Source: an optimization exercise on an open RTL-to-GDS flow (aim: small area). Production flows keep margins and buffers that such runs may drop. Only simulation tests tie the RTL to the original design; equivalence was not proved. The flow treats the clock pin as an ideal source, which a real chip does not have. Power is estimated from default activity; no workload was simulated.

[run.sh]
#!/bin/bash
# synth_recipe.tcl (not shown) runs the flow's synth.tcl, then flattens the netlist and writes it again
# the make line also repeats each setting of config.mk as NAME=value (left out here)
make -C /OpenROAD-flow-scripts/flow DESIGN_CONFIG=/design/flow/config.mk WORK_HOME=/design/flow/orfs CLKGATE_MAP_FILE= SYNTH_SCRIPT=/design/flow/synth_recipe.tcl finish
[config.mk]
export PLATFORM = sky130hd
export DESIGN_NAME = nezoba_core
export DESIGN_NICKNAME = nezoba_core
export VERILOG_FILES = /design/flow/design.v
export SDC_FILE = /design/flow/constraint.sdc
export NUM_CORES = 4
export LEC_CHECK = 0
export CAP_MARGIN = 20
export CORE_MARGIN = 2
export CORE_UTILIZATION = 40
export CTS_BUF_LIST = sky130_fd_sc_hd__clkbuf_8
export CTS_CLUSTER_DIAMETER = 200
export CTS_CLUSTER_SIZE = 60
export PLACE_DENSITY = 0.6
export SLEW_MARGIN = 20
[constraint.sdc]
create_clock -name core_clock -period 15.0 [get_ports {clk}]
set_input_delay 3.0000 -clock core_clock [delete_from_list [all_inputs] [get_ports {clk}]]
set_output_delay 3.0000 -clock core_clock [all_outputs]
set_load 0.01 [all_outputs]
[design.v]
module nezoba_maptab (
    input  wire        cfg0,      
    input  wire        cfg1,      
    input  wire        cfg2,      
    input  wire        cfg15,     
    input  wire [3:0]  step,
    input  wire [14:0] p,         
    input  wire        tphase,    
    output wire        press,     
    output wire        bad        
);
    wire [15:0] q    = {5'b00000, p[14:4]};         
    wire        s0   = (step == 4'd0);
    wire        s1   = (step == 4'd1);
    wire        s2   = (step == 4'd2);
    wire        s3   = (step == 4'd3);
    wire c0_press  = cfg0 & q[step];
    wire c1_press  = cfg1 & (s0 ? p[8] & tphase :
                             (s1 | s2) ? p[9] :
                             s3 ? p[9] & tphase : 1'b0);
    wire c2_press  = cfg2 & (step == 4'd5) & p[9];
    wire c15_press = cfg15 & s1 & p[1];
    assign press = c0_press | c1_press | c2_press | c15_press;
    assign bad   = cfg15 & ((s0 & p[0]) | (s2 & p[1]));
endmodule
module nezoba_debounce #(
    parameter integer W = 8
) (
    input  wire         clk,
    input  wire         rst,
    input  wire         sample,    
    input  wire [7:0]   raw,
    input  wire         stable,    
    output wire         changed,   
    output reg  [W-1:0] acc
);
    reg [7:0] prev;
    assign changed = (raw != prev);
    wire [7:0] d = raw | {8{rst}};
    always @(posedge clk) begin
        if (rst || sample)
            prev <= d;
        if (rst || (sample && !changed && stable))
            acc <= d[W-1:0];
    end
endmodule
module nezoba_core (
    input  wire        clk,
    input  wire        rst,           
    input  wire [31:0] now,
    output reg  [1:0]  exp_op,
    input  wire [7:0]  exp_data,
    input  wire        exp_done,
    output wire [2:0]  pin_pullup,
    input  wire [2:0]  cfg_pin,
    output reg  [7:0]  evt,
    output reg         evt_valid,
    output wire        halted,
    output wire [1:0]  fault
);
    localparam [3:0] S_INIT  = 4'd0,    
                     S_BRD   = 4'd1,    
                     S_COPY  = 4'd2,    
                     S_BWAIT = 4'd3,    
                     S_TLOAD = 4'd4,    
                     S_CMPT  = 4'd5,    
                     S_CMPA  = 4'd6,    
                     S_CMPB  = 4'd7,    
                     S_RDA   = 4'd8,
                     S_RDB   = 4'd9,
                     S_SYNC  = 4'd10,   
                     S_WALK  = 4'd11,
                     S_DIAG  = 4'd12,
                     S_HALT  = 4'd13;
    reg  [3:0]  st;
    reg  [4:0]  k;
    reg  [31:0] rta, rtb, rtt;       
    reg         cy, gr;              
    reg         fa, fb, ft;          
    reg         tphase;              
    reg         cfg0, cfg1, cfg2, cfg15;
    wire k0   = (k == 5'd0);
    wire k31  = (k == 5'd31);
    wire nowk = now[k];
    reg c5000, c4999, c13299;
    always @(*) begin
        c5000  = 1'b0;
        c4999  = 1'b0;
        c13299 = 1'b0;
        case (k)
            5'd0, 5'd1:                           begin c4999 = 1'b1; c13299 = 1'b1; end
            5'd2:                                 c4999 = 1'b1;
            5'd3:                                 c5000 = 1'b1;
            5'd4, 5'd5, 5'd6, 5'd13:              c13299 = 1'b1;
            5'd7, 5'd8, 5'd9, 5'd12:              begin c5000 = 1'b1; c4999 = 1'b1; c13299 = 1'b1; end
            default: ;
        endcase
    end
    wire boot = (st == S_BWAIT);
    wire x    = boot ? rta[0] : nowk;
    wire y    = (st == S_CMPA) ? rta[0] : (st == S_CMPB) ? rtb[0] : rtt[0];
    wire cst  = boot ? c4999 : (st == S_CMPT) ? c13299 : c5000;
    wire cin  = k0 | cy;
    wire sd   = x ^ ~y ^ cin;
    wire g_nx = (sd != cst) ? sd : (~k0 & gr);
    always @(posedge clk) begin
        cy <= (x & ~y) | (x & cin) | (~y & cin);
        gr <= g_nx;
    end
    wire       smp_a = (st == S_RDA) && exp_done;
    wire       smp_b = (st == S_RDB) && exp_done;
    wire       chg_a, chg_b;
    wire [7:0] acc_a;
    wire [6:0] acc_b;                 
    nezoba_debounce #(.W(8)) u_bank_a (
        .clk(clk), .rst(rst), .sample(smp_a), .raw(exp_data),
        .stable(fa), .changed(chg_a), .acc(acc_a)
    );
    nezoba_debounce #(.W(7)) u_bank_b (
        .clk(clk), .rst(rst), .sample(smp_b), .raw(exp_data),
        .stable(fb), .changed(chg_b), .acc(acc_b)
    );
    wire [14:0] p = ~{acc_b, acc_a};     
    wire walk = (st == S_WALK);
    wire m_press, m_bad;
    nezoba_maptab u_map (
        .cfg0(cfg0), .cfg1(cfg1), .cfg2(cfg2), .cfg15(cfg15),
        .step(k[3:0]), .p(p), .tphase(tphase),
        .press(m_press), .bad(m_bad)
    );
    wire hit_bad = walk && !k[4] && m_bad;
    wire [2:0] n7 = {2'b00, p[0]} + {2'b00, p[1]} + {2'b00, p[2]} + {2'b00, p[4]}
                  + {2'b00, ~p[3]} + {2'b00, ~p[5]} + {2'b00, ~p[10]};
    reg xpos, xneg, ypos, yneg;
    always @(*) begin
        xpos = 1'b0; xneg = 1'b0; ypos = 1'b0; yneg = 1'b0;
        if (cfg0) begin
            xpos = p[3] & ~p[2];
            xneg = p[2] & ~p[3];
            ypos = p[0] & ~p[1];
            yneg = p[1] & ~p[0];
        end
        if (cfg2) begin
            xpos = n7[2];
            xneg = ~n7[2] & ~(n7[1] & n7[0]);
            ypos = p[6] | (p[4] & ~p[5]);
            yneg = ~p[6] & p[5] & ~p[4];
        end
    end
    reg [3:0] dcode;
    always @(*) begin
        case ({xpos, xneg, ypos, yneg})
            4'b0010: dcode = 4'd1;    
            4'b1010: dcode = 4'd2;    
            4'b1000: dcode = 4'd3;    
            4'b1001: dcode = 4'd4;    
            4'b0001: dcode = 4'd5;    
            4'b0101: dcode = 4'd6;    
            4'b0100: dcode = 4'd7;    
            4'b0110: dcode = 4'd8;    
            default: dcode = 4'd0;    
        endcase
    end
    assign pin_pullup = 3'b111;
    assign halted     = (st == S_DIAG) || (st == S_HALT);
    assign fault      = {halted, halted};
    always @(*) begin
        case (st)
            S_INIT:          exp_op = 2'd1;
            S_BRD, S_RDB:    exp_op = 2'd3;
            S_RDA:           exp_op = 2'd2;
            default:         exp_op = 2'd0;
        endcase
    end
    always @(*) begin
        evt_valid = 1'b0;
        evt       = 8'h00;
        case (st)
            S_TLOAD: begin evt_valid = k31; evt = 8'h00; end                
            S_CMPT:  begin evt_valid = k0;  evt = 8'h20; end                
            S_WALK: begin
                if (!k[4]) begin
                    evt_valid = m_press;  evt = {4'h4, k[3:0]};              
                end else if (k[3:1] == 3'b111) begin
                    evt_valid = 1'b1;
                    evt = k[0] ? 8'h80 : {4'h6, dcode};                     
                end
            end
            S_DIAG:  begin evt_valid = 1'b1; evt = 8'hE3; end
            default: ;
        endcase
    end
    wire pl_a = ((st == S_BRD) && exp_done) || (((st == S_COPY) || (st == S_BWAIT)) && k31);
    wire ld_a = walk && fa;
    wire ld_b = walk && fb;
    wire ld_t = (st == S_TLOAD) || (walk && ft);
    always @(posedge clk) begin
        rta <= pl_a ? now : {(ld_a ? nowk : rta[0]), rta[31:1]};
        rtb <= {(ld_b ? nowk : rtb[0]), rtb[31:1]};
        rtt <= {((st == S_COPY) ? rta[0] : ld_t ? nowk : rtt[0]), rtt[31:1]};
    end
    wire cfg_r = ~exp_data[7];
    always @(posedge clk) begin
        if (rst) begin
            st     <= S_INIT;
            k      <= 5'd0;
            tphase <= 1'b0;
            fa     <= 1'b0;
        end else begin
            k <= ((st == S_BRD) && exp_done) ? 5'd0 : k + 5'd1;
            if (smp_a) fa <= chg_a;
            if (smp_b) fb <= chg_b;
            case (st)
                S_INIT:   if (exp_done) st <= S_BRD;
                S_BRD: begin
                    if (exp_done) begin
                        if (fa && cfg_r == fb) begin
                            cfg0  <= (cfg_pin == 3'b111) && !cfg_r;
                            cfg1  <= (cfg_pin == 3'b111) &&  cfg_r;
                            cfg2  <= (cfg_pin == 3'b011) && !cfg_r;
                            cfg15 <= (cfg_pin == 3'b000) &&  cfg_r;
                            st    <= S_TLOAD;
                        end else begin
                            fa <= 1'b1;
                            fb <= cfg_r;
                            st <= S_COPY;
                        end
                    end
                end
                S_COPY:   if (k31) st <= S_BWAIT;
                S_BWAIT:  if (k31 && g_nx) st <= S_BRD;
                S_TLOAD:  if (k31) st <= S_CMPT;
                S_CMPT: begin
                    if (k31) begin
                        ft     <= g_nx;
                        tphase <= tphase ^ g_nx;
                        st     <= S_CMPA;
                    end
                end
                S_CMPA:   if (k31) begin fa <= g_nx; st <= S_CMPB; end
                S_CMPB:   if (k31) begin fb <= g_nx; st <= S_RDA; end
                S_RDA:    if (exp_done) st <= S_RDB;
                S_RDB:    if (exp_done) st <= S_SYNC;
                S_SYNC:   if (k31) st <= S_WALK;
                S_WALK: begin
                    if (hit_bad)  st <= S_DIAG;
                    else if (k31) st <= S_CMPT;
                end
                default:  st <= S_HALT;      
            endcase
        end
    end
endmodule
==> results of run 1 <==
## flip-flops by register name, summed over array words and instances (netlist names), named ones only
name and cells:
cfg1 1, u_bank_b.prev 8, tphase 1, cy 1, fb 1, st 4
rtt 32, rtb 32, u_bank_a.acc 8, k 5, cfg2 1, u_bank_b.acc 7
u_bank_a.prev 8, ft 1, gr 1, fa 1, rta 32, cfg0 1
cfg15 1
## per-layer routing
layer | share of wire, % | wire length [um] | global-route usage (%) | vias to the layer above
li1 | - | - | - | 1874
met1 | 48 | 5670 | 21.0 | 1840
met2 | 45 | 5320 | 24.3 | 96
met3 | 5.0 | 594 | 4.08 | 15
met4 | 2.0 | 232 | 6.92 | 0
met5 | 0 | 0 | 0 | -
## layout by cell type, fill, tap and decap left out, types with 17 or more instances in the layout
master             n
clkbuf_8          17
clkdlybuf4s50_1   58
dfxtp_1          112
edfxtp_1          37
inv_1             25
mux2_2            34
mux2i_1           21
nand2_1           27
nor2_1            21
o21ai_0           17
xor2_1            19
## layout make-up
type / instances / area [um2]
clock buffers: 17 / 234
clock inverters: 15 / 178
fillers: 1265 / 7530
inverters: 26 / 97.6
multi-input cells: 300 / 2370
flip-flops and latches: 149 / 3350
well taps: 184 / 230
repair buffers: 61 / 603
## how the worst max path moves through the flow
stage | to | slack (ns)
floorplan | evt[0] | 9.00
detailed placement | evt[0] | 8.42
global placement | evt[0] | 8.52
global route | evt[0] | 7.75
CTS | evt[0] | 7.90
finish | evt[0] | 7.95
## cell usage after synthesis, types with 2 or more instances
cell type / number / share of area (%)
a21oi_1: 12 / 1.0
a22o_1: 2 / 0.29
a22oi_1: 2 / 0.25
a311oi_1: 2 / 0.29
a31oi_1: 2 / 0.21
a32oi_1: 3 / 0.44
and2_1: 5 / 0.52
and3_1: 4 / 0.42
buf_1: 2 / 0.13
buf_2: 9 / 0.75
buf_4: 7 / 0.88
clkbuf_1: 9 / 0.57
conb_1: 2 / 0.13
dfxtp_1: 112 / 38
edfxtp_1: 37 / 19
fa_1: 5 / 1.7
ha_1: 10 / 2.1
inv_1: 25 / 1.6
mux2_2: 34 / 6.4
mux2i_1: 21 / 3.5
mux4_2: 5 / 1.9
nand2_1: 27 / 1.7
nand2b_1: 7 / 0.73
nand3_1: 12 / 1.0
nand3b_1: 3 / 0.38
nand4_1: 4 / 0.42
nor2_1: 21 / 1.3
nor2b_1: 11 / 1.2
nor3_1: 6 / 0.50
nor4_1: 8 / 0.84
o211ai_1: 2 / 0.25
o21a_1: 3 / 0.38
o21ai_0: 17 / 1.4
o21ai_1: 2 / 0.17
o31ai_1: 3 / 0.38
or2_2: 11 / 1.2
or3_1: 2 / 0.21
xnor2_1: 2 / 0.29
xor2_1: 19 / 2.8
## cell families (layout without fill, tap and decap cells)
logic type      after synthesis  in the layout  share of synthesized area (%)
compound gates               66             66                           7.75
buf+inv                      55            119                           4.48
xor+xnor                     21             21                           3.08
simple gates                132            132                           12.2
mux                          62             62                           12.4
fa+ha+maj                    15             15                           3.77
other cells                   2              4                          0.126
flops                       149            149                           56.1
## power by group through the flow
stage               clock network (mW)  logic [mW]  registers (mW)
finish                           0.305       0.226           0.534
global route                     0.330       0.252           0.543
CTS                              0.315       0.228           0.534
detailed placement                   0       0.226           0.543
global placement                     0       0.222           0.541
floorplan                            0       0.189           0.519
==> qor.yml, run 1 <==
drc: 0
hpwl_mm: 8.37
drt.antenna.violating_nets: 0
antenna_found_initial: 0
die_h_um: 126
cts.sinks: 149
post-cts-setup-buffers: 0
io_buffers: 58
cts_resized: 0
start_kind: "flip-flop"
hp-start: "rtb[4]"
cts_made_buffers: 17
ys_async_sr_fraction_pct: 0
worst_pin_slew_ns: 1.02
whs_path_depth: 0
hold_viol: 0
fin_setup_tns_ns: 0
status: "finished clean"
grt_max_degree: 34
clockBufferDepth: 2
required_ns: 12.00
vias_per_cell: 5.09
cp.arrival_ns: 4.05
clock_latency_ns: 0.45
synthFlopType: "dfxtp_1"
postRouteWirelength_mm: 11.8
finish.net_count: 616
maxCapViolCount: 0
cts_tree: "done"
syn_area_um2: 5970
clk_pin_slew_ns: 0.09
relSlewSlack_pct: 31.6
yosysSeqAreaShare_pct: 56.1
initial_utilization_pct: 40.9
clockPowerShare_pct: 28.6
r2r_start: "k[0]"
dr.pass1.iters: 7
crit_path_max_fanout: 4
power_mw: 1.06
path_depth: 13
swShare_pct: 30.5
layout_min_cycle_time_ns: 7.05
path_cells: "inv_1, fa_1, inv_1, fa_1, fa_1, inv_1, fa_1, nand2b_1, a32oi_1, nand2_1, mux2i_1, o21ai_0, clkdlybuf4s50_1"
io_pins: 63
synth_edf_count: 37
ff2ff_setup_slack_ns: 11.13
crit_buf_inv: 4
syn_inst: 502
pwr_density_cell_nw_per_um2: 151
power_frac_seq_pct: 50.1
skew_ns: 0.0119
antenna_cells: 0
layout.cells.non_filler: 752
slowest_stage: "clkdlybuf4s50_1"
r2r_end: "st[0]"
placed_cells: 720
switching_power_mw: 0.324
internal_power_mw: 0.740
synth_cell_type_count: 71
htreeDepth: 4
peakVddDrop_mv: 0.0870
crit_family: "adder cells"
power_leakage_nw: 2.72
fmax_ghz: 0.142
grt_pass1_wl_mm: 19.7
final_area_um2: 7060
drive_gt1_share_pct: 16.7
fin_crit_sh_pct: 47.0
worstSetupStartpoint: "u_bank_a.acc[0]"
placed_area_um2: 6650
dieArea_um2: 15900
critPathCaptureType: "primary output"
slowest_delay_ns: 0.56
core_area_um2: 14600
synth.avg_cell_area_um2: 11.9
r2r_cells: 11
grt_pass1_vias: 3886
cts-hold-fix-buffers: 0
row_count: 44
utilization_pct: 48.4
cts_root_buf: "clkbuf_8"
rsz0062_at_grt: "false"
wl_per_cell_um: 15.7
grtUsageTotal_pct: 15.8
crit_type: "reg2out"
yosysWarnings: 3
dp_slack_ns: 8.42
detail_route.iter0.violations: 270
min_delay_worst_endpoint: "rtb[3]"
hold_path.class: "reg2reg"
die_w_um: 126
maxSlewViolCount: 0
postLayoutSetupSlackWorst_ns: 7.95
vias: 3825
cpMostUsedCell: "fa_1"
setup_viol: 0
combPwrFrac_pct: 21.2
hold_slack_ns: 0.332
synthToLayoutAreaGrowth_pct: 18.2
gp_congestion: 0.854
grt_overflow: 0
synth_seq_cells: 149
==> run 2, diff against run 1 <==
==> flow/run.sh (new file) <==
#!/bin/bash
# Standard layout, with the smallest buffer on the ports and a lighter clock tree.
set -euo pipefail
export BUFFER_PORTS_ARGS="-buffer_cell sky130_fd_sc_hd__buf_1"
export CTS_ARGS="-sink_clustering_enable -repair_clock_nets -buf_list sky130_fd_sc_hd__clkbuf_8 -root_buf sky130_fd_sc_hd__clkbuf_8 -dont_use_dummy_load -sink_clustering_size 30 -sink_clustering_max_diameter 100"
bash standard.sh > standard.log 2>&1
==> standard.sh (new file) <==
#!/bin/bash
# synth_recipe.tcl (not shown) runs the flow's synth.tcl, then flattens the netlist and writes it again
# the make line also repeats each setting of config.mk as NAME=value (left out here)
make -C /OpenROAD-flow-scripts/flow DESIGN_CONFIG=/design/flow/config.mk WORK_HOME=/design/flow/orfs CLKGATE_MAP_FILE= SYNTH_SCRIPT=/design/flow/synth_recipe.tcl "${@:-finish}"
removed: run.sh
==> run 2 against run 1 <==
  * Non-clock buffer count did not move
  * Routed wire length shrank 2.0%
  * First-iteration DRC count is 17% lower
  * Clock skew increased by 0.0096 ns
  * Worst hold slack got worse by 0.019 ns
  * Clock-buffer cell count unchanged
  * Synthesized area did not move
  * Synthesized cell count did not move
  * Global-route usage shrank 0.36 points
  * Register-to-register slack worse by 0.28 ns
  * Largest power group unchanged
  * Highest routed layer unchanged
==> qor.yml, run 2 <==
worst_pin_slew_ns: 0.944  # -0.0713 ns
io_buffers: 58  # unchanged
cts_root_buf: "clkbuf_8"
crit_type: "reg2out"
relSlewSlack_pct: 36.4  # +4.8 points
power_mw: 0.969  # -9.0%
io_pins: 63  # unchanged
critPathCaptureType: "primary output"
cp.arrival_ns: 3.59  # -0.46 ns
dr.pass1.iters: 4  # -3
yosysTopAreaCellShare_pct: 37.5  # unchanged
fin_setup_tns_ns: 0  # unchanged
cts_resized: 0  # unchanged
grt_pass1_wl_mm: 19.3  # -1.9%
hold_viol: 0  # unchanged
fmax_ghz: 0.152  # +6.9%
worstSetupStartpoint: "u_bank_a.acc[0]"
hp-start: "rtb[1]"
synth.avg_cell_area_um2: 11.9  # unchanged
placed_area_um2: 6290  # -5.5%
drc: 0  # unchanged
required_ns: 12.00  # about the same
yosys-top-cells-area: "dfxtp_1, edfxtp_1, mux2_2"
syn_inst: 502  # unchanged
r2r_end: "st[0]"
drt.antenna.violating_nets: 0  # unchanged
synth_xor_area_share_pct: 3.08  # unchanged
cts_made_buffers: 17  # unchanged
antenna_found_initial: 0  # unchanged
drive_gt1_share_pct: 14.5  # -2.3 points
antenna_cells: 0  # unchanged
r2r_cells: 11  # unchanged
synth_cell_type_count: 71  # unchanged
die_h_um: 126  # unchanged
detail_route.iter0.violations: 225  # -17%
post-cts-setup-buffers: 0  # unchanged
status: "finished clean"
nFillCells: 1354  # +7.0%
peakVddDrop_mv: 0.0654  # -25%
die_w_um: 126  # unchanged
clock_latency_ns: 0.43  # -0.02 ns
final_cell_mix: "dfxtp_1, buf_1, edfxtp_1, mux2_2, nand2_1"
maxCapViolCount: 0  # unchanged
crit_family: "adder cells"
synthToLayoutAreaGrowth_pct: 9.20
cts.sinks: 149  # unchanged
grt_pass1_vias: 3854  # -0.82%
layout_min_cycle_time_ns: 6.59  # -0.454 ns
muxShareOfSynthArea_pct: 12.4  # unchanged
r2r_start: "k[0]"
grt_max_degree: 34  # unchanged
slowest_stage: "fa_1"
wl_per_cell_um: 15.7  # about the same
synth_top_cell_by_area: "dfxtp_1"
synth_top_family_by_area: "multiplexers"
clockBufferDepth: 2  # unchanged
vias_per_cell: 5.08  # about the same
grtUsageTotal_pct: 15.4  # -0.36 points
path_cells: "inv_1, fa_1, inv_1, fa_1, fa_1, inv_1, fa_1, nand2b_1, a32oi_1, nand2_1, mux2i_1, o21ai_0, buf_1"
maxSlewViolCount: 0  # unchanged
synth_fa_ha_area_share_pct: 3.77  # unchanged
yosysWarnings: 3  # unchanged
start_kind: "flip-flop"
hpwl_mm: 8.33  # -0.48%
cts_tree: "done"
core_area_um2: 14600  # unchanged
crit_buf_inv: 4  # unchanged
yosys.area_share.simple_pct: 12.2  # unchanged
min_delay_worst_endpoint: "rtb[0]"
vias: 3745  # -2.1%
cpMostUsedCell: "fa_1"
synthFlopType: "dfxtp_1"
crit_path_max_fanout: 4  # unchanged
reg.largest.list: "rta: 32 flops, rtb: 32 flops, rtt: 32 flops"
row_count: 44  # unchanged
clk_pin_slew_ns: 0.07  # -0.02 ns
whs_path_depth: 0  # unchanged
path_depth: 13  # unchanged
htreeDepth: 4  # unchanged
setup_viol: 0  # unchanged
pwr_density_cell_nw_per_um2: 149  # -1.4%
grt_overflow: 0  # unchanged
cts-hold-fix-buffers: 0  # unchanged
slowest_delay_ns: 0.53  # -0.03 ns
synth_seq_cells: 149  # unchanged
synth_compound_area_share_pct: 7.75  # unchanged
postRouteWirelength_mm: 11.6  # -2.0%
gp_congestion: 0.858  # +0.42%
finish.net_count: 616  # unchanged
rsz0062_at_grt: "false"
layout_commonest_cell: "dfxtp_1"
ys_async_sr_fraction_pct: 0  # unchanged
synth.most_common_cell: "dfxtp_1"
syn_area_um2: 5970  # unchanged
final_area_um2: 6520  # -7.7%
initial_utilization_pct: 40.9  # unchanged
fin_crit_sh_pct: 43.9  # -3.0 points
yosysSeqAreaShare_pct: 56.1  # unchanged
hold_slack_ns: 0.313  # -0.0189 ns
synth_common_cells: "dfxtp_1, edfxtp_1, mux2_2, nand2_1, inv_1"
ff2ff_setup_slack_ns: 10.85  # -0.28 ns
hold_path.class: "reg2reg"
skew_ns: 0.0215  # +0.00956 ns
power_leakage_nw: 2.48  # -8.6%
dieArea_um2: 15900  # unchanged
synth_edf_count: 37  # unchanged
run 2: per-layer routing:
layer  vias to the layer above  wire, um  global-route usage, %
li1                       1856         -                      -
met1                      1782      5710                   21.2
met4                         0       246                   6.46
met5                         -         0                      0
met3                        22       485                   4.33
met2                        85      5130                   22.8
run 2: worst max-delay path by stage:
stage	end	slack [ns]
2_1_floorplan	evt[0]	9.00
3_3_place_gp	evt[0]	8.91
3_5_place_dp	evt[0]	8.80
4_1_cts	evt[0]	8.34
5_1_grt	evt[0]	8.09
6_report	evt[0]	8.41
run 2: power breakdown:
part / internal [mW] / switching, mW
combinational: 0.110 / 0.104
clock: 0.0997 / 0.120
sequential: 0.493 / 0.0425
run 2: logic make-up after synthesis:
kind of cell	after synthesis
AND/OR/NAND/NOR	132
multiplexers	62
flip-flops	149
XOR/XNOR	21
buffers and inverters	55
other	2
AO/OA/AOI/OAI	66
adder cells (fa/ha/maj)	15
run 2: through the flow:
step / std cells / setup slack, ns / util (%)
after detailed placement: 720 / 8.80 / 43.1
after floorplan: 504 / 9.00 / -
after global placement: 720 / 8.91 / 43.1
after global routing: 737 / 8.09 / 44.7
after CTS: 737 / 8.34 / 44.7
final: 737 / 8.41 / 44.7
run 2: final cells by class:
class                      instances  area [um2]  area share (%)
clock buffer                      17         234            3.59
inverter                          26        97.6            1.50
multi-input combinational        300        2370            36.3
sequential                       149        3350            51.4
tap                              184         230            3.53
timing repair buffer              61         240            3.68
==> run 3, diff against run 2 <==
--- a/config.mk
+++ b/config.mk
@@ -8,8 +8,5 @@
 export CAP_MARGIN = 20
 export CORE_MARGIN = 2
 export CORE_UTILIZATION = 40
-export CTS_BUF_LIST = sky130_fd_sc_hd__clkbuf_8
-export CTS_CLUSTER_DIAMETER = 200
-export CTS_CLUSTER_SIZE = 60
 export PLACE_DENSITY = 0.6
 export SLEW_MARGIN = 20
==> run 3 against run 2 <==
  * Clock skew did not move
  * Sequential power barely moved
  * Clock power barely moved
  * Die area did not move
  * Still clean on timing, DRC and antenna
==> qor.yml, run 3 <==
relSlewSlack_pct: 36.4  # unchanged
synthFlopType: "dfxtp_1"
clock_latency_ns: 0.43  # about the same
layout.cells.non_filler: 737  # unchanged
cts_root_buf: "clkbuf_8"
io_buffers: 58  # unchanged
synth_top_cell_by_area: "dfxtp_1"
maxSlewViolCount: 0  # unchanged
cts_made_buffers: 17  # unchanged
antenna_cells: 0  # unchanged
final_cell_mix: "dfxtp_1, buf_1, edfxtp_1, mux2_2, nand2_1"
drc: 0  # unchanged
hp-start: "rtb[1]"
die_w_um: 126  # unchanged
required_ns: 12.00  # about the same
yosysSeqAreaShare_pct: 56.1  # unchanged
worstSetupStartpoint: "u_bank_a.acc[0]"
cts-hold-fix-buffers: 0  # unchanged
synth_cell_type_count: 71  # unchanged
status: "finished clean"
ys_async_sr_fraction_pct: 0  # unchanged
syn_inst: 502  # unchanged
r2r_start: "k[0]"
drt.antenna.violating_nets: 0  # unchanged
synth_compound_area_share_pct: 7.75  # unchanged
synthToLayoutAreaGrowth_pct: 9.20  # unchanged
antenna_found_initial: 0  # unchanged
power_leakage_nw: 2.48  # unchanged
detail_route.iter0.violations: 225  # unchanged
yosys.area_share.simple_pct: 12.2  # unchanged
cts_resized: 0  # unchanged
grt_overflow: 0  # unchanged
crit_path_max_fanout: 4  # unchanged
worst_pin_slew_ns: 0.944  # unchanged
vias_per_cell: 5.08  # unchanged
muxShareOfSynthArea_pct: 12.4  # unchanged
fin_setup_tns_ns: 0  # unchanged
syn_area_um2: 5970  # unchanged
synth_xor_area_share_pct: 3.08  # unchanged
dr.pass1.iters: 4  # unchanged
core_area_um2: 14600  # unchanged
drive_gt1_share_pct: 14.5  # unchanged
synth_seq_cells: 149  # unchanged
synth.avg_cell_area_um2: 11.9  # unchanged
grt_pass1_wl_mm: 19.3  # unchanged
setup_viol: 0  # unchanged
grt_max_degree: 34  # unchanged
layout_min_cycle_time_ns: 6.59  # unchanged
seqCellArea_um2: 3350  # unchanged
hold_path.class: "reg2reg"
io_pins: 63  # unchanged
cts.sinks: 149  # unchanged
htreeDepth: 4  # unchanged
row_count: 44  # unchanged
cts_tree: "done"
multi_input_area_um2: 2370  # unchanged
nFillCells: 1354  # unchanged
post-cts-setup-buffers: 0  # unchanged
postLayoutSetupSlackWorst_ns: 8.41  # unchanged
hpwl_mm: 8.33  # unchanged
vias: 3745  # unchanged
yosysTopAreaCellShare_pct: 37.5  # unchanged
synth_edf_count: 37  # unchanged
critPathCaptureType: "primary output"
start_kind: "flip-flop"
finish.net_count: 616  # unchanged
hold_viol: 0  # unchanged
synth_common_cells: "dfxtp_1, edfxtp_1, mux2_2, nand2_1, inv_1"
fin_crit_sh_pct: 43.9  # unchanged
synth_top_family_by_area: "multiplexers"
fmax_ghz: 0.152  # unchanged
rsz0062_at_grt: "false"
reg.largest.list: "rta: 32 flops, rtb: 32 flops, rtt: 32 flops"
wl_per_cell_um: 15.7  # unchanged
die_h_um: 126  # unchanged
clockBufferDepth: 2  # unchanged
synth.most_common_cell: "dfxtp_1"
cp.arrival_ns: 3.59  # about the same
placed_area_um2: 6290  # unchanged
dieArea_um2: 15900  # unchanged
yosys-top-cells-area: "dfxtp_1, edfxtp_1, mux2_2"
synth_fa_ha_area_share_pct: 3.77  # unchanged
initial_utilization_pct: 40.9  # unchanged
skew_ns: 0.0215  # unchanged
grt_pass1_vias: 3854  # unchanged
pwr_density_cell_nw_per_um2: 149  # unchanged
final_area_um2: 6520  # unchanged
postRouteWirelength_mm: 11.6  # unchanged
dp_slack_ns: 8.80  # unchanged
yosysWarnings: 3  # unchanged
placed_cells: 720  # unchanged
maxCapViolCount: 0  # unchanged
grtUsageTotal_pct: 15.4  # unchanged
gp_congestion: 0.858  # unchanged
layout_commonest_cell: "dfxtp_1"
clk_pin_slew_ns: 0.07  # about the same
crit_type: "reg2out"
peakVddDrop_mv: 0.0654  # unchanged
[run 3: cell counts in the layout (fill, tap and decap cells not counted)]
No cell type changed its count.
[run 3: path summary, 6_finish.rpt]
check	slack [ns]	cells after the start	endpoint
max	8.41	13	evt[0]
min reg2reg	0.31	0	rtb[0]
max reg2reg	10.85	11	st[0]
min	0.31	0	rtb[0]
[run 3: kinds of logic after synthesis]
| family | Yosys count |
|---|---|
| other | 2 |
| AOI/OAI and AO/OA | 66 |
| xor gates and xnor gates | 21 |
| muxes | 62 |
| buffers and inverters | 55 |
| adders and majority gates | 15 |
| and+or+nand+nor | 132 |
| DFF | 149 |
[run 3: cell type report]
cell class,instances,area share (%)
flip-flops and latches,149,51.4
clock buffers,17,3.59
inverters,26,1.50
well taps,184,3.53
repair buffers,61,3.68
multi-input cells,300,36.3
[run 3: through the flow]
| step | util, % | hold slack, ns | power (mW) |
|---|---|---|---|
| after floorplan | - | 0.310 | 0.708 |
| after global placement | 43.1 | 0.312 | 0.751 |
| after detailed placement | 43.1 | 0.312 | 0.757 |
| after CTS | 44.7 | 0.316 | 0.980 |
| after global routing | 44.7 | 0.316 | 1.03 |
| final | 44.7 | 0.313 | 0.969 |
[run 3: power by group]
group | switching (mW) | internal, mW
combinational | 0.104 | 0.110
clock | 0.120 | 0.0997
sequential | 0.0425 | 0.493
total | 0.266 | 0.703
[run 3: critical path, cell delays in order, from the launching register on]
cell	delay (ns)
edfxtp_1	0.37
inv_1	0.09
fa_1	0.53
inv_1	0.05
fa_1	0.50
fa_1	0.17
inv_1	0.05
fa_1	0.47
nand2b_1	0.05
a32oi_1	0.34
nand2_1	0.13
mux2i_1	0.13
o21ai_0	0.14
buf_1	0.17
[run 3: per-layer routing]
layer	track usage, %	part of all wire [%]	wire [um]
met5	0	0	0
met4	6.46	2.1	246
met3	4.33	4.2	485
met2	22.8	44	5130
met1	21.2	49	5710
==> run 4, diff against run 3 <==
--- a/config.mk
+++ b/config.mk
@@ -5,8 +5,9 @@
 export SDC_FILE = /design/flow/constraint.sdc
 export NUM_CORES = 4
 export LEC_CHECK = 0
+export ABC_AREA = 1
 export CAP_MARGIN = 20
 export CORE_MARGIN = 2
-export CORE_UTILIZATION = 40
-export PLACE_DENSITY = 0.6
+export CORE_UTILIZATION = 65
+export PLACE_DENSITY = 0.75
 export SLEW_MARGIN = 20
==> run 4 against run 3 <==
  * Fmax shrank 3.6%
  * Cell count grew 4.9%
  * Sequential power grew 4%
  * Critical path depth grew 2
  * Clock skew grew 0.0063 ns
  * Critical path type unchanged
  * Synthesized cell count grew 21%
  * Critical endpoint is now evt[1]
  * Register-to-register slack gained 0.42 ns
  * Routed wire length grew 1.5%
  * Sequential cell count is the same
  * Still clean on timing, DRC and antenna
  * Clock-buffer cell count is the same
==> qor.yml, run 4 <==
status: "finished clean"
cts.sinks: 149  # unchanged
cts_tree: "done"
cts_resized: 0  # unchanged
pwr_density_cell_nw_per_um2: 160  # +7.5%
cp.arrival_ns: 3.84  # +0.25 ns
reg.largest.list: "rta: 32 flops, rtb: 32 flops, rtt: 32 flops"
synth_fa_ha_area_share_pct: 3.76  # -0.014 points
grt_pass1_vias: 4248  # +10%
gp_congestion: 0.999  # +16%
syn_area_um2: 6000  # +0.38%
start_kind: "flip-flop"
maxCapViolCount: 0  # unchanged
muxShareOfSynthArea_pct: 5.82  # -6.6 points
critPathCaptureType: "primary output"
fmax_ghz: 0.146  # -3.6%
post-cts-setup-buffers: 0  # unchanged
seqCellArea_um2: 3350  # unchanged
cts_made_buffers: 17  # unchanged
multi_input_area_um2: 2240  # -5.5%
grtUsageTotal_pct: 25.1  # +9.7 points
dieArea_um2: 10000  # -37%
synthFlopType: "dfxtp_1"
hold_slack_ns: 0.297  # -0.0156 ns
dr.pass1.iters: 6  # +2
syn_inst: 608  # +21%
clock_latency_ns: 0.43  # about the same
hpwl_mm: 8.28  # -0.65%
grt_max_degree: 34  # unchanged
fin_setup_tns_ns: 0  # unchanged
synth_edf_count: 37  # unchanged
die_w_um: 100  # -21%
whs_path_depth: 0  # unchanged
synth.avg_cell_area_um2: 9.86  # -17%
synth_common_cells: "dfxtp_1, nand2_1, inv_1, nor2_1, edfxtp_1"
yosys.area_share.simple_pct: 17.9  # +5.7 points
synth_xor_area_share_pct: 2.48  # -0.60 points
layout_min_cycle_time_ns: 6.84  # +0.247 ns
initial_utilization_pct: 65.8  # +25 points
crit_type: "reg2out"
hold_path.class: "reg2reg"
synthToLayoutAreaGrowth_pct: 7.22
antenna_found_initial: 0  # unchanged
synth_seq_cells: 149  # unchanged
vias: 4280  # +14%
skew_ns: 0.0278  # +0.00629 ns
detail_route.iter0.violations: 342  # +52%
maxSlewViolCount: 0  # unchanged
required_ns: 12.00  # about the same
yosysSeqAreaShare_pct: 55.9  # -0.21 points
crit_path_max_fanout: 3  # -1
grt_overflow: 0  # unchanged
fin_crit_sh_pct: 45.6  # +1.6 points
yosysWarnings: 3  # unchanged
wl_per_cell_um: 15.2  # -3.2%
hold_viol: 0  # unchanged
htreeDepth: 4  # unchanged
yosys-top-cells-area: "dfxtp_1, edfxtp_1, nand2_1"
finish.net_count: 725  # +18%
synth_top_family_by_area: "simple AND/OR/NAND/NOR gates"
synth.most_common_cell: "dfxtp_1"
drc: 0  # unchanged
nFillCells: 732  # -46%
row_count: 35  # -20%
relSlewSlack_pct: 29.9  # -6.5 points
power_leakage_nw: 2.65  # +6.8%
synth_compound_area_share_pct: 7.07  # -0.68 points
io_pins: 63  # unchanged
die_h_um: 100  # -21%
cts-hold-fix-buffers: 0  # unchanged
peakVddDrop_mv: 0.0819  # +25%
clk_pin_slew_ns: 0.09  # +0.02 ns
ys_async_sr_fraction_pct: 0  # unchanged
io_buffers: 58  # unchanged
final_cell_mix: "dfxtp_1, nand2_1, inv_1, nor2_1, buf_1"
core_area_um2: 9110  # -38%
postRouteWirelength_mm: 11.8  # +1.5%
layout_commonest_cell: "dfxtp_1"
yosysTopAreaCellShare_pct: 37.4  # -0.14 points
vias_per_cell: 5.54  # +9.0%
synth_top_cell_by_area: "dfxtp_1"
grt_pass1_wl_mm: 19.4  # +0.50%
drt.antenna.violating_nets: 0  # unchanged
worst_pin_slew_ns: 1.04  # +0.0964 ns
cts_root_buf: "clkbuf_8"
synth_cell_type_count: 46  # -35%
antenna_cells: 0  # unchanged
rsz0062_at_grt: "false"
r2r_cells: 16  # +5
setup_viol: 0  # unchanged
drive_gt1_share_pct: 8.31  # -6.2 points
clockBufferDepth: 2  # unchanged
[run 4: cell types whose count changed in the layout (fill, tap and decap cells not counted), sizes merged, moves of 6 or more]
cell / previous run / this run
o21ai: 19 / 37
nor4: 8 / 1
a21oi: 12 / 20
mux4: 6 / 0
nand2: 27 / 97
xor2: 19 / 11
nand3: 13 / 41
nor2: 21 / 63
nor3: 6 / 12
nor2b: 11 / 0
nand2b: 7 / 0
inv: 25 / 63
mux2i: 21 / 0
[run 4: path summary, 6_finish.rpt]
path | end | from | slack (ns)
worst max-delay path | evt[1] | u_bank_a.acc[0] | 8.16
worst min-delay path | rtt[30] | rtt[31] | 0.30
worst max register to register | st[2] | k[0] | 11.27
worst min register to register | rtt[30] | rtt[31] | 0.30
[run 4: cells by family after synthesis]
| kind of cell | Yosys count |
|---|---|
| other cells | 2 |
| mux | 31 |
| simple gates | 230 |
| xor+xnor | 17 |
| fa+ha+maj | 15 |
| buf+inv | 89 |
| flops | 149 |
| compound gates | 75 |
[run 4: layout make-up]
| cell class | count | share of cell area (%) |
|---|---|---|
| repair buffers | 58 | 3.39 |
| well taps | 111 | 2.16 |
| inverters | 66 | 3.87 |
| clock buffers | 17 | 3.64 |
| flip-flops and latches | 149 | 52.2 |
| multi-input cells | 372 | 34.8 |
[run 4: power by group]
group          internal (mW)  leakage [nW]  total (mW)  switching (mW)
sequential             0.511          1.27       0.555          0.0430
combinational          0.101          1.26       0.251           0.150
clock                 0.0999         0.122       0.222           0.122
[run 4: per-stage QoR]
step                      cells  power (mW)  worst slack [ns]  util (%)  cell area, um2
final                       773        1.03              8.16      70.6            6430
after global routing        773        1.09              7.83      70.6            6430
after CTS                   773        1.03              8.13      70.6            6430
after detailed placement    756       0.809              8.60      68.0            6190
after global placement      756       0.798              8.78      68.0            6190
after floorplan             610       0.752              8.92         -            6000
[run 4: metal layers]
metal	up-vias	track usage, %	routed length (um)
li1	2089	-	-
met1	1972	31.6	4890
met2	190	41.3	5660
met3	29	6.20	901
met4	0	10.9	298
met5	-	0	0
[run 4: worst max-delay path: stages, from the launching register on]
cell      delay (ns)
edfxtp_1        0.35
inv_1           0.09
fa_1            0.53
inv_1           0.05
fa_1            0.45
fa_1            0.39
inv_1           0.08
fa_1            0.40
inv_1           0.06
nor2_1          0.03
o21ai_0         0.28
inv_1           0.14
nor2_1          0.17
a21oi_1         0.06
o221ai_1        0.16
buf_1           0.17
==> run 5, diff against run 4 <==
==> flow/run.sh (replaced) <==
#!/bin/bash
# Standard layout, with the smallest buffer on the ports and a lighter clock
# tree: clkbuf_4 leaves without dummy loads, upsized after CTS where a leaf
# drives many flip-flops (flow/post_cts.tcl).
set -euo pipefail
export BUFFER_PORTS_ARGS="-buffer_cell sky130_fd_sc_hd__buf_1"
export CTS_ARGS="-sink_clustering_enable -repair_clock_nets -buf_list sky130_fd_sc_hd__clkbuf_4 -root_buf sky130_fd_sc_hd__clkbuf_8 -dont_use_dummy_load"
export POST_CTS_TCL="$(pwd)/flow/post_cts.tcl"
bash standard.sh > standard.log 2>&1
==> flow/post_cts.tcl (new file) <==
# After CTS: a leaf clock buffer that drives many flip-flops gets the next
# drive strength, so that every flip-flop clock pin keeps a sharp slew.
set resized 0
foreach inst [get_cells -quiet clkbuf_*] {
  if {[get_property $inst ref_name] != "sky130_fd_sc_hd__clkbuf_4"} { continue }
  set out [get_pins -of_objects $inst -filter "direction==output"]
  set fanout [expr {[llength [get_pins -of_objects [get_nets -of_objects $out]]] - 1}]
  if {$fanout > 9} {
    replace_cell $inst sky130_fd_sc_hd__clkbuf_8
    incr resized
  }
}
puts "post_cts: resized $resized leaf clock buffers"
if {$resized > 0} {
  detailed_placement
  check_placement -verbose
  estimate_parasitics -placement
}
--- a/config.mk
+++ b/config.mk
@@ -5,9 +5,11 @@
 export SDC_FILE = /design/flow/constraint.sdc
 export NUM_CORES = 4
 export LEC_CHECK = 0
-export ABC_AREA = 1
 export CAP_MARGIN = 20
 export CORE_MARGIN = 2
-export CORE_UTILIZATION = 65
-export PLACE_DENSITY = 0.75
+export CORE_UTILIZATION = 40
+export CTS_BUF_LIST = sky130_fd_sc_hd__clkbuf_8
+export CTS_CLUSTER_DIAMETER = 200
+export CTS_CLUSTER_SIZE = 60
+export PLACE_DENSITY = 0.6
 export SLEW_MARGIN = 20
==> run 5 against run 4 <==
  * Still clean on timing, DRC and antenna
  * Cell count decreased by 4.7%
  * Die area increased by 59%
  * Final area increased by 0.49%
  * Sequential power fell by 3%
  * Setup slack improved by 0.24 ns
  * First-iteration DRC count down 31%
  * Combinational power down 15%
  * Global-route usage decreased by 9.7 points
  * Power is 8.7% lower
  * Critical endpoint is now evt[0]
==> qor.yml, run 5 <==
start_kind: "flip-flop"
r2r_start: "k[0]"
fin_setup_tns_ns: 0  # unchanged
antenna_found_initial: 0  # unchanged
core_area_um2: 14600  # +60%
final_cell_mix: "dfxtp_1, buf_1, edfxtp_1, mux2_2, nand2_1"
layout_commonest_cell: "dfxtp_1"
synthFlopType: "dfxtp_1"
fin_crit_sh_pct: 44.0  # -1.6 points
hp-start: "rtb[1]"
hold_slack_ns: 0.314  # +0.0162 ns
clk_pin_slew_ns: 0.10  # about the same
worstSetupStartpoint: "u_bank_a.acc[0]"
dr.pass1.iters: 5  # -1
worst_pin_slew_ns: 0.957  # -0.0835 ns
fmax_ghz: 0.152  # +3.6%
cts_tree: "done"
die_h_um: 126  # +26%
initial_utilization_pct: 40.9  # -25 points
grt_max_degree: 34  # unchanged
syn_area_um2: 5970  # -0.38%
min_delay_worst_endpoint: "rtb[0]"
hpwl_mm: 8.33  # +0.66%
maxCapViolCount: 0  # unchanged
required_ns: 12.00  # about the same
power_leakage_nw: 2.46  # -7.4%
hold_viol: 0  # unchanged
relSlewSlack_pct: 35.5  # +5.6 points
grt_overflow: 0  # unchanged
synth_top_cell_by_area: "dfxtp_1"
utilization_pct: 44.3  # -26 points
synth.avg_cell_area_um2: 11.9  # +21%
drc: 0  # unchanged
wl_per_cell_um: 15.7  # +3.2%
grtUsageTotal_pct: 15.4  # -9.7 points
dp_slack_ns: 8.80  # +0.203 ns
cts.sinks: 149  # unchanged
postRouteWirelength_mm: 11.6  # -1.6%
die_w_um: 126  # +26%
yosys-top-cells-area: "dfxtp_1, edfxtp_1, mux2_2"
critPathCaptureType: "primary output"
synth.most_common_cell: "dfxtp_1"
drive_gt1_share_pct: 14.5  # +6.2 points
layout_min_cycle_time_ns: 6.60  # -0.239 ns
status: "finished clean"
ys_async_sr_fraction_pct: 0  # unchanged
maxSlewViolCount: 0  # unchanged
dieArea_um2: 15900  # +59%
synth_edf_count: 37  # unchanged
placed_cells: 720  # -4.8%
setup_viol: 0  # unchanged
hold_path.class: "reg2reg"
power_mw: 0.937  # -8.7%
whs_path_depth: 0  # unchanged
vias: 3760  # -12%
crit_type: "reg2out"
io_buffers: 58  # unchanged
grt_pass1_wl_mm: 19.2  # -0.81%
r2r_cells: 11  # -5
yosysWarnings: 3  # unchanged
postLayoutSetupSlackWorst_ns: 8.40  # +0.239 ns
rsz0062_at_grt: "false"
syn_inst: 502  # -17%
layout.cells.non_filler: 737  # -4.7%
antenna_cells: 0  # unchanged
synth_seq_cells: 149  # unchanged
synth_cell_type_count: 71  # +54%
yosysTopAreaCellShare_pct: 37.5  # +0.14 points
io_pins: 63  # unchanged
final_area_um2: 6460  # +0.49%
gp_congestion: 0.858  # -14%
ff2ff_setup_slack_ns: 10.84  # -0.43 ns
nFillCells: 1355  # +85%
drt.antenna.violating_nets: 0  # unchanged
synth_common_cells: "dfxtp_1, edfxtp_1, mux2_2, nand2_1, inv_1"
row_count: 44  # +26%
finish.net_count: 616  # -15%
yosysSeqAreaShare_pct: 56.1  # +0.21 points
skew_ns: 0.0266  # -0.00117 ns
grt_pass1_vias: 3844  # -9.5%
clock_latency_ns: 0.42  # about the same
placed_area_um2: 6290  # +1.5%
vias_per_cell: 5.10  # -7.9%
cp.arrival_ns: 3.60  # -0.24 ns
synthToLayoutAreaGrowth_pct: 8.15
pwr_density_cell_nw_per_um2: 145  # -9.2%
reg.largest.list: "rta: 32 flops, rtb: 32 flops, rtt: 32 flops"
crit_path_max_fanout: 4  # +1
r2r_end: "st[0]"
peakVddDrop_mv: 0.0613  # -25%
detail_route.iter0.violations: 235  # -31%
## run 5: logic make-up (layout without fill, tap and decap cells)
| kind of cell | after synthesis | count (layout) | synth area share (%) |
|---|---|---|---|
| flip-flops | 149 | 149 | 56.1 |
| AND/OR/NAND/NOR | 132 | 132 | 12.2 |
| AO/OA/AOI/OAI | 66 | 66 | 7.75 |
| multiplexers | 62 | 62 | 12.4 |
| buffers and inverters | 55 | 104 | 4.48 |
| XOR/XNOR | 21 | 21 | 3.08 |
| adder cells (fa/ha/maj) | 15 | 15 | 3.77 |
| other | 2 | 4 | 0.126 |
## run 5: final cells by class
type | count | area [um2] | area share [%]
flip-flops and latches | 149 | 3350 | 51.9
multi-input cells | 300 | 2370 | 36.6
repair buffers | 61 | 240 | 3.72
well taps | 184 | 230 | 3.56
clock buffers | 17 | 171 | 2.65
inverters | 26 | 97.6 | 1.51
## run 5: how the worst max path moves through the flow
stage	to	slack, ns	depth (start not counted)
global placement	evt[0]	8.91	13
floorplan	evt[0]	9.00	12
detailed placement	evt[0]	8.80	13
finish	evt[0]	8.40	13
global route	evt[0]	8.08	13
## run 5: critical path, cell delays in order (launching register included)
cell and delay [ns]:
edfxtp_1 0.38, inv_1 0.09, fa_1 0.53, inv_1 0.05
fa_1 0.50, fa_1 0.17, inv_1 0.05, fa_1 0.48
nand2b_1 0.05, a32oi_1 0.34, nand2_1 0.13, mux2i_1 0.13
o21ai_0 0.14, buf_1 0.17
## run 5: layer usage
| layer | global-route usage (%) | wire (um) |
|---|---|---|
| met3 | 4.25 | 505 |
| met1 | 21.1 | 5670 |
| met2 | 22.9 | 5160 |
| met4 | 6.27 | 230 |
| met5 | 0 | 0 |
## run 5: power breakdown
part           switching [mW]  internal (mW)
Clock                   0.116         0.0724
Combinational           0.104          0.110
Sequential             0.0427          0.493
Total                   0.263          0.675
==> run 6, diff against run 5 <==
--- a/flow/run.sh
+++ b/flow/run.sh
@@ -6,4 +6,5 @@
 export BUFFER_PORTS_ARGS="-buffer_cell sky130_fd_sc_hd__buf_1"
 export CTS_ARGS="-sink_clustering_enable -repair_clock_nets -buf_list sky130_fd_sc_hd__clkbuf_4 -root_buf sky130_fd_sc_hd__clkbuf_8 -dont_use_dummy_load"
 export POST_CTS_TCL="$(pwd)/flow/post_cts.tcl"
+export RECOVER_POWER=100
 bash standard.sh > standard.log 2>&1
--- a/config.mk
+++ b/config.mk
@@ -8,8 +8,5 @@
 export CAP_MARGIN = 20
 export CORE_MARGIN = 2
 export CORE_UTILIZATION = 40
-export CTS_BUF_LIST = sky130_fd_sc_hd__clkbuf_8
-export CTS_CLUSTER_DIAMETER = 200
-export CTS_CLUSTER_SIZE = 60
 export PLACE_DENSITY = 0.6
 export SLEW_MARGIN = 20
==> run 6 against run 5 <==
  * Routed wire length about the same
  * Now fails the layout checks on capacitance limit, slew limit
  * Final area down 0.48%
  * Critical path depth down 5
  * Power down 0.20%
  * Global-route usage unchanged
  * Worst hold slack got worse by 0.0023 ns
  * Fmax decreased by 3.7%
  * Non-clock buffer count unchanged
  * First-iteration DRC count decreased by 3.0%
  * Clock-buffer cell count did not move
  * Sequential cell count stayed put
  * Highest routed layer unchanged
==> qor.yml, run 6 <==
status: "complete, but fails checks"
check-failures: "capacitance limit, slew limit"
synth_top_cell_by_area: "dfxtp_1"
core_area_um2: 14600  # unchanged
layout_min_cycle_time_ns: 6.85  # +0.253 ns
io_buffers: 58  # unchanged
drt.antenna.violating_nets: 0  # unchanged
wl_per_cell_um: 15.7  # about the same
cpMostUsedCell: "ha_1"
cts.sinks: 149  # unchanged
synthToLayoutAreaGrowth_pct: 7.62
dp_slack_ns: 8.80  # unchanged
power_mw: 0.936  # -0.20%
drive_gt1_share_pct: 12.7  # -1.8 points
required_ns: 12.00  # about the same
switching_power_mw: 0.262  # -0.13%
synth_seq_cells: 149  # unchanged
vias: 3763  # +0.080%
antenna_cells: 0  # unchanged
synthFlopType: "dfxtp_1"
yosysSeqAreaShare_pct: 56.1  # unchanged
clockPowerShare_pct: 20.2  # about the same
synth_common_cells: "dfxtp_1, edfxtp_1, mux2_2, nand2_1, inv_1"
io_pins: 63  # unchanged
internal_power_mw: 0.673  # -0.22%
synth_edf_count: 37  # unchanged
grt_overflow: 0  # unchanged
combPwrFrac_pct: 22.6  # -0.2 points
power_leakage_nw: 2.43  # -1.3%
synth.most_common_cell: "dfxtp_1"
slowest_delay_ns: 0.97  # +0.44 ns
grt_max_degree: 34  # unchanged
slowest_stage: "clkbuf_1"
postLayoutSetupSlackWorst_ns: 8.15  # -0.253 ns
grt_pass1_vias: 3844  # unchanged
peakVddDrop_mv: 0.0620  # +1.2%
hold_viol: 0  # unchanged
skew_ns: 0.0286  # +0.00204 ns
crit_path_max_fanout: 23  # +19
synth.avg_cell_area_um2: 11.9  # unchanged
maxCapViolCount: 1  # +1
dr.pass1.iters: 4  # -1
pwr_density_cell_nw_per_um2: 146  # +0.29%
path_cells: "clkbuf_1, ha_1, and3_1, ha_1, nor2_1, o21ai_0, a22o_1, buf_1"
final_area_um2: 6430  # -0.48%
crit_buf_inv: 2  # -2
grtUsageTotal_pct: 15.4  # unchanged
grt_pass1_wl_mm: 19.2  # unchanged
crit_family: "buffers and inverters"
ys_async_sr_fraction_pct: 0  # unchanged
die_w_um: 126  # unchanged
hpwl_mm: 8.33  # unchanged
final_cell_mix: "dfxtp_1, buf_1, edfxtp_1, mux2_2, nand2_1"
clock_latency_ns: 0.43  # about the same
die_h_um: 126  # unchanged
hold_path.class: "reg2reg"
finish.net_count: 616  # unchanged
gp_congestion: 0.858  # unchanged
clk_pin_slew_ns: 0.10  # about the same
reg.largest.list: "rta: 32 flops, rtb: 32 flops, rtt: 32 flops"
relSlewSlack_pct: -16.0  # -51 points
row_count: 44  # unchanged
vias_per_cell: 5.11  # about the same
antenna_found_initial: 0  # unchanged
start_kind: "flip-flop"
syn_area_um2: 5970  # unchanged
detail_route.iter0.violations: 228  # -3.0%
initial_utilization_pct: 40.9  # unchanged
rsz0062_at_grt: "false"
syn_inst: 502  # unchanged
placed_area_um2: 6290  # unchanged
yosys-top-cells-area: "dfxtp_1, edfxtp_1, mux2_2"
swShare_pct: 28.0  # about the same
utilization_pct: 44.1  # -0.21 points
worst_pin_slew_ns: 1.74  # +0.782 ns
cp.arrival_ns: 3.85  # +0.25 ns
crit_type: "reg2out"
fmax_ghz: 0.146  # -3.7%
yosysTopAreaCellShare_pct: 37.5  # unchanged
postRouteWirelength_mm: 11.6  # about the same
setup_viol: 0  # unchanged
power_frac_seq_pct: 57.2  # about the same
drc: 0  # unchanged
critPathCaptureType: "primary output"
yosysWarnings: 3  # unchanged
synth_cell_type_count: 71  # unchanged
fin_crit_sh_pct: 45.7  # +1.7 points
layout_commonest_cell: "dfxtp_1"
fin_setup_tns_ns: 0  # unchanged
cts_tree: "done"
maxSlewViolCount: 34  # +34
dieArea_um2: 15900  # unchanged
## run 6: cell types whose count changed in the layout (fill, tap and decap cells not counted), sizes merged
cell    delta
buf        -5
clkbuf     +5
## run 6: cell families (layout without fill, tap and decap cells)
| group | Yosys count | after routing | synth area share [%] |
|---|---|---|---|
| multiplexers | 62 | 62 | 12.4 |
| flip-flops | 149 | 149 | 56.1 |
| buffers and inverters | 55 | 104 | 4.48 |
| XOR/XNOR | 21 | 21 | 3.08 |
| AND/OR/NAND/NOR | 132 | 132 | 12.2 |
| other | 2 | 4 | 0.126 |
| adder cells (fa/ha/maj) | 15 | 15 | 3.77 |
| AO/OA/AOI/OAI | 66 | 66 | 7.75 |
## run 6: metrics by stage
step / instances / hold slack (ns)
finish: 737 / 0.311
global route: 737 / 0.310
detailed placement: 720 / 0.312
global placement: 720 / 0.312
floorplan: 504 / 0.310
## run 6: cell type report
class / instances / area (um2)
Timing Repair Buffer: 61 / 229
Multi-Input combinational cell: 300 / 2350
Clock buffer: 17 / 171
Tap cell: 184 / 230
Inverter: 26 / 97.6
Fill cell: 1357 / 8160
Sequential cell: 149 / 3350
## run 6: power groups by stage
stage	clock (mW)	sequential (mW)	combinational (mW)
2_1_floorplan	0	0.519	0.189
3_5_place_dp	0	0.545	0.213
5_1_grt	0.210	0.546	0.235
3_3_place_gp	0	0.543	0.207
6_report	0.189	0.535	0.211
## run 6: layer usage
layer	up-vias	share of wire, %	wire [um]	global-route usage [%]
li1	1854	-	-	-
met1	1803	49	5660	21.1
met2	87	45	5170	22.9
met3	19	4.5	520	4.25
met4	0	1.9	216	6.27
met5	-	0	0	0
## run 6: worst paths after layout
kind / startpoint / endpoint / slack [ns] / depth (start not counted)
worst max register to register: k[0] / st[0] / 10.16 / 11
worst max-delay path: k[0] / evt_valid / 8.15 / 8
worst min register to register: rtb[1] / rtb[0] / 0.31 / 0
worst min-delay path: rtb[1] / rtb[0] / 0.31 / 0
## run 6: worst reg2reg max path, cell delays in order, from the launching register on
cell and delay [ns]:
dfxtp_1 0.75, clkbuf_1 0.97, mux2i_1 0.20, mux4_2 0.51
a22oi_1 0.16, nand3_1 0.18, o21a_1 0.23, fa_1 0.50
nor3_1 0.39, nor4_1 0.16, or3_1 0.44, o31ai_1 0.26
==> run 7, diff against run 6 <==
--- a/flow/run.sh
+++ b/flow/run.sh
@@ -6,5 +6,4 @@
 export BUFFER_PORTS_ARGS="-buffer_cell sky130_fd_sc_hd__buf_1"
 export CTS_ARGS="-sink_clustering_enable -repair_clock_nets -buf_list sky130_fd_sc_hd__clkbuf_4 -root_buf sky130_fd_sc_hd__clkbuf_8 -dont_use_dummy_load"
 export POST_CTS_TCL="$(pwd)/flow/post_cts.tcl"
-export RECOVER_POWER=100
 bash standard.sh > standard.log 2>&1
==> run 7 against run 6 <==
  * The run now finishes clean
  * Critical path depth grew 5
  * Setup slack better by 0.25 ns
  * Clock power is essentially flat
  * Routed wire length hardly changed
  * Core utilization up 0.21 points
  * Via count about the same
  * Clock-buffer cell count is the same
  * Final area is 0.49% higher
  * Clock skew shrank 0.0020 ns
  * Critical path type unchanged
  * Critical endpoint is now evt[0]
==> qor.yml, run 7 <==
status: "finished clean"
grt_overflow: 0  # unchanged
synth.most_common_cell: "dfxtp_1"
maxSlewViolCount: 0  # -100%
combPwrFrac_pct: 22.8  # +0.2 points
synth_top_family_by_area: "multiplexers"
synthToLayoutAreaGrowth_pct: 8.15
postRouteWirelength_mm: 11.6  # about the same
synth_fa_ha_area_share_pct: 3.77  # unchanged
synth_xor_area_share_pct: 3.08  # unchanged
grtUsageTotal_pct: 15.4  # unchanged
synth_common_cells: "dfxtp_1, edfxtp_1, mux2_2, nand2_1, inv_1"
core_area_um2: 14600  # unchanged
multi_input_area_um2: 2370  # +0.85%
cts_tree: "done"
switching_power_mw: 0.263  # +0.13%
internal_power_mw: 0.675  # +0.22%
detail_route.iter0.violations: 235  # +3.1%
io_buffers: 58  # unchanged
antenna_found_initial: 0  # unchanged
synthFlopType: "dfxtp_1"
initial_utilization_pct: 40.9  # unchanged
critPathCaptureType: "primary output"
yosysTopAreaCellShare_pct: 37.5  # unchanged
drt.antenna.violating_nets: 0  # unchanged
gp_congestion: 0.858  # unchanged
start_kind: "flip-flop"
synth_cell_type_count: 71  # unchanged
layout_min_cycle_time_ns: 6.60  # -0.253 ns
vias: 3760  # -0.080%
drc: 0  # unchanged
grt_max_degree: 34  # unchanged
maxCapViolCount: 0  # -1
relSlewSlack_pct: 35.5  # +51 points
grt_pass1_wl_mm: 19.2  # unchanged
io_pins: 63  # unchanged
power_frac_seq_pct: 57.1  # about the same
postLayoutSetupSlackWorst_ns: 8.40  # +0.253 ns
die_w_um: 126  # unchanged
dr.pass1.iters: 5  # +1
hold_viol: 0  # unchanged
skew_ns: 0.0266  # -0.00204 ns
cts.sinks: 149  # unchanged
syn_inst: 502  # unchanged
grt_pass1_vias: 3844  # unchanged
die_h_um: 126  # unchanged
synth_compound_area_share_pct: 7.75  # unchanged
cp.arrival_ns: 3.60  # -0.25 ns
hold_path.class: "reg2reg"
yosys-top-cells-area: "dfxtp_1, edfxtp_1, mux2_2"
synth.avg_cell_area_um2: 11.9  # unchanged
worst_pin_slew_ns: 0.957  # -0.782 ns
ys_async_sr_fraction_pct: 0  # unchanged
synth_edf_count: 37  # unchanged
pwr_density_cell_nw_per_um2: 145  # -0.29%
reg.largest.list: "rta: 32 flops, rtb: 32 flops, rtt: 32 flops"
dp_slack_ns: 8.80  # unchanged
fin_setup_tns_ns: 0  # unchanged
seqCellArea_um2: 3350  # unchanged
peakVddDrop_mv: 0.0613  # -1.2%
clk_pin_slew_ns: 0.10  # about the same
swShare_pct: 28.0  # about the same
muxShareOfSynthArea_pct: 12.4  # unchanged
crit_type: "reg2out"
layout_commonest_cell: "dfxtp_1"
antenna_cells: 0  # unchanged
fmax_ghz: 0.152  # +3.8%
clock_latency_ns: 0.42  # about the same
power_mw: 0.937  # +0.20%
setup_viol: 0  # unchanged
nFillCells: 1355  # -0.15%
dieArea_um2: 15900  # unchanged
row_count: 44  # unchanged
clockPowerShare_pct: 20.1  # about the same
rsz0062_at_grt: "false"
syn_area_um2: 5970  # unchanged
synth_top_cell_by_area: "dfxtp_1"
vias_per_cell: 5.10  # about the same
power_leakage_nw: 2.46  # +1.3%
yosysWarnings: 3  # unchanged
yosys.area_share.simple_pct: 12.2  # unchanged
yosysSeqAreaShare_pct: 56.1  # unchanged
wl_per_cell_um: 15.7  # about the same
hpwl_mm: 8.33  # unchanged
fin_crit_sh_pct: 44.0  # -1.7 points
finish.net_count: 616  # unchanged
synth_seq_cells: 149  # unchanged
drive_gt1_share_pct: 14.5  # +1.8 points
crit_path_max_fanout: 4  # -83%
required_ns: 12.00  # about the same
final_cell_mix: "dfxtp_1, buf_1, edfxtp_1, mux2_2, nand2_1"
==> run 7: cell counts after synthesis <==
No cell type changed its count.
==> run 7: cells by family after synthesis <==
family / count (synthesis)
buffers and inverters: 55
DFF: 149
and+or+nand+nor: 132
xor gates and xnor gates: 21
muxes: 62
adders and majority gates: 15
AOI/OAI and AO/OA: 66
other: 2
==> run 7: critical path, stage by stage (launching register included) <==
cell and delay, ns:
edfxtp_1 0.38, inv_1 0.09, fa_1 0.53, inv_1 0.05
fa_1 0.50, fa_1 0.17, inv_1 0.05, fa_1 0.48
nand2b_1 0.05, a32oi_1 0.34, nand2_1 0.13, mux2i_1 0.13
o21ai_0 0.14, buf_1 0.17
==> run 7: final timing paths <==
path / from / endpoint / slack [ns] / depth (start not counted)
hold / removal: rtb[1] / rtb[0] / 0.31 / 0
setup / recovery: u_bank_a.acc[0] / evt[0] / 8.40 / 13
setup reg to reg: k[0] / st[0] / 10.84 / 11
hold reg to reg: rtb[1] / rtb[0] / 0.31 / 0
==> run 7: cell type report <==
class	instances	share of cell area [%]
Clock buffer	17	2.65
Sequential cell	149	51.9
Inverter	26	1.51
Multi-Input combinational cell	300	36.6
Tap cell	184	3.56
Timing Repair Buffer	61	3.72
==> run 7: power by group through the flow <==
stage / Sequential, mW / Clock [mW] / Combinational [mW]
finish: 0.536 / 0.188 / 0.214
detailed placement: 0.545 / 0 / 0.213
floorplan: 0.519 / 0 / 0.189
global placement: 0.543 / 0 / 0.207
global route: 0.546 / 0.210 / 0.237
==> run 7: per-layer routing <==
layer	wire length (um)	share of wire, %	up-vias	track usage, %
met1	5670	49	1798	21.1
met3	505	4.4	18	4.25
met2	5160	45	90	22.9
li1	-	-	1854	-
met5	0	0	-	0
met4	230	2.0	0	6.27
==> run 7: stage by stage <==
stage,hold WS [ns],util [%],instances,area [um2]
3_3_place_gp,0.312,43.1,720,6290
3_5_place_dp,0.312,43.1,720,6290
5_1_grt,0.310,44.3,737,6460
6_report,0.314,44.3,737,6460
2_1_floorplan,0.310,-,504,5980

==> what the ideal ports hide <==
How much do the figures lean on ideal ports? The routed layouts below were timed once more, with nothing changed but the port constraints. Step 1 assumes that a clkbuf_16 drives the clock port and a buf_2 every other input. Step 2 moves the port delays by t, midway between the first and last clock arrival at a register: inputs arrive t later, outputs are due t later. That takes back most of the time a late clock gives input paths. a / b / c = ideal / step 1 / step 2; a / b = the first two.
run | shift t [ns] | slack for setup (ns) | hold WS [ns] | clock arrival spread, ns
run 1 | 0.485 | 7.954 / 7.917 / 8.402 | 0.332 / 0.332 / 0.332 | 0.012 / 0.012
run 2 | 0.467 | 8.408 / 8.372 / 8.835 | 0.313 / 0.313 / 0.313 | 0.040 / 0.039
run 3 | 0.467 | 8.408 / 8.372 / 8.835 | 0.313 / 0.313 / 0.313 | 0.040 / 0.039
run 4 | 0.451 | 8.161 / 8.129 / 8.580 | 0.297 / 0.297 / 0.297 | 0.034 / 0.034
run 5 | 0.445 | 8.400 / 8.364 / 8.808 | 0.314 / 0.314 / 0.314 | 0.031 / 0.031
run 6 | 0.451 | 8.147 / 8.110 / 8.561 | 0.311 / 0.311 / 0.311 | 0.031 / 0.031
run 7 | 0.445 | 8.400 / 8.364 / 8.808 | 0.314 / 0.314 / 0.314 | 0.031 / 0.031
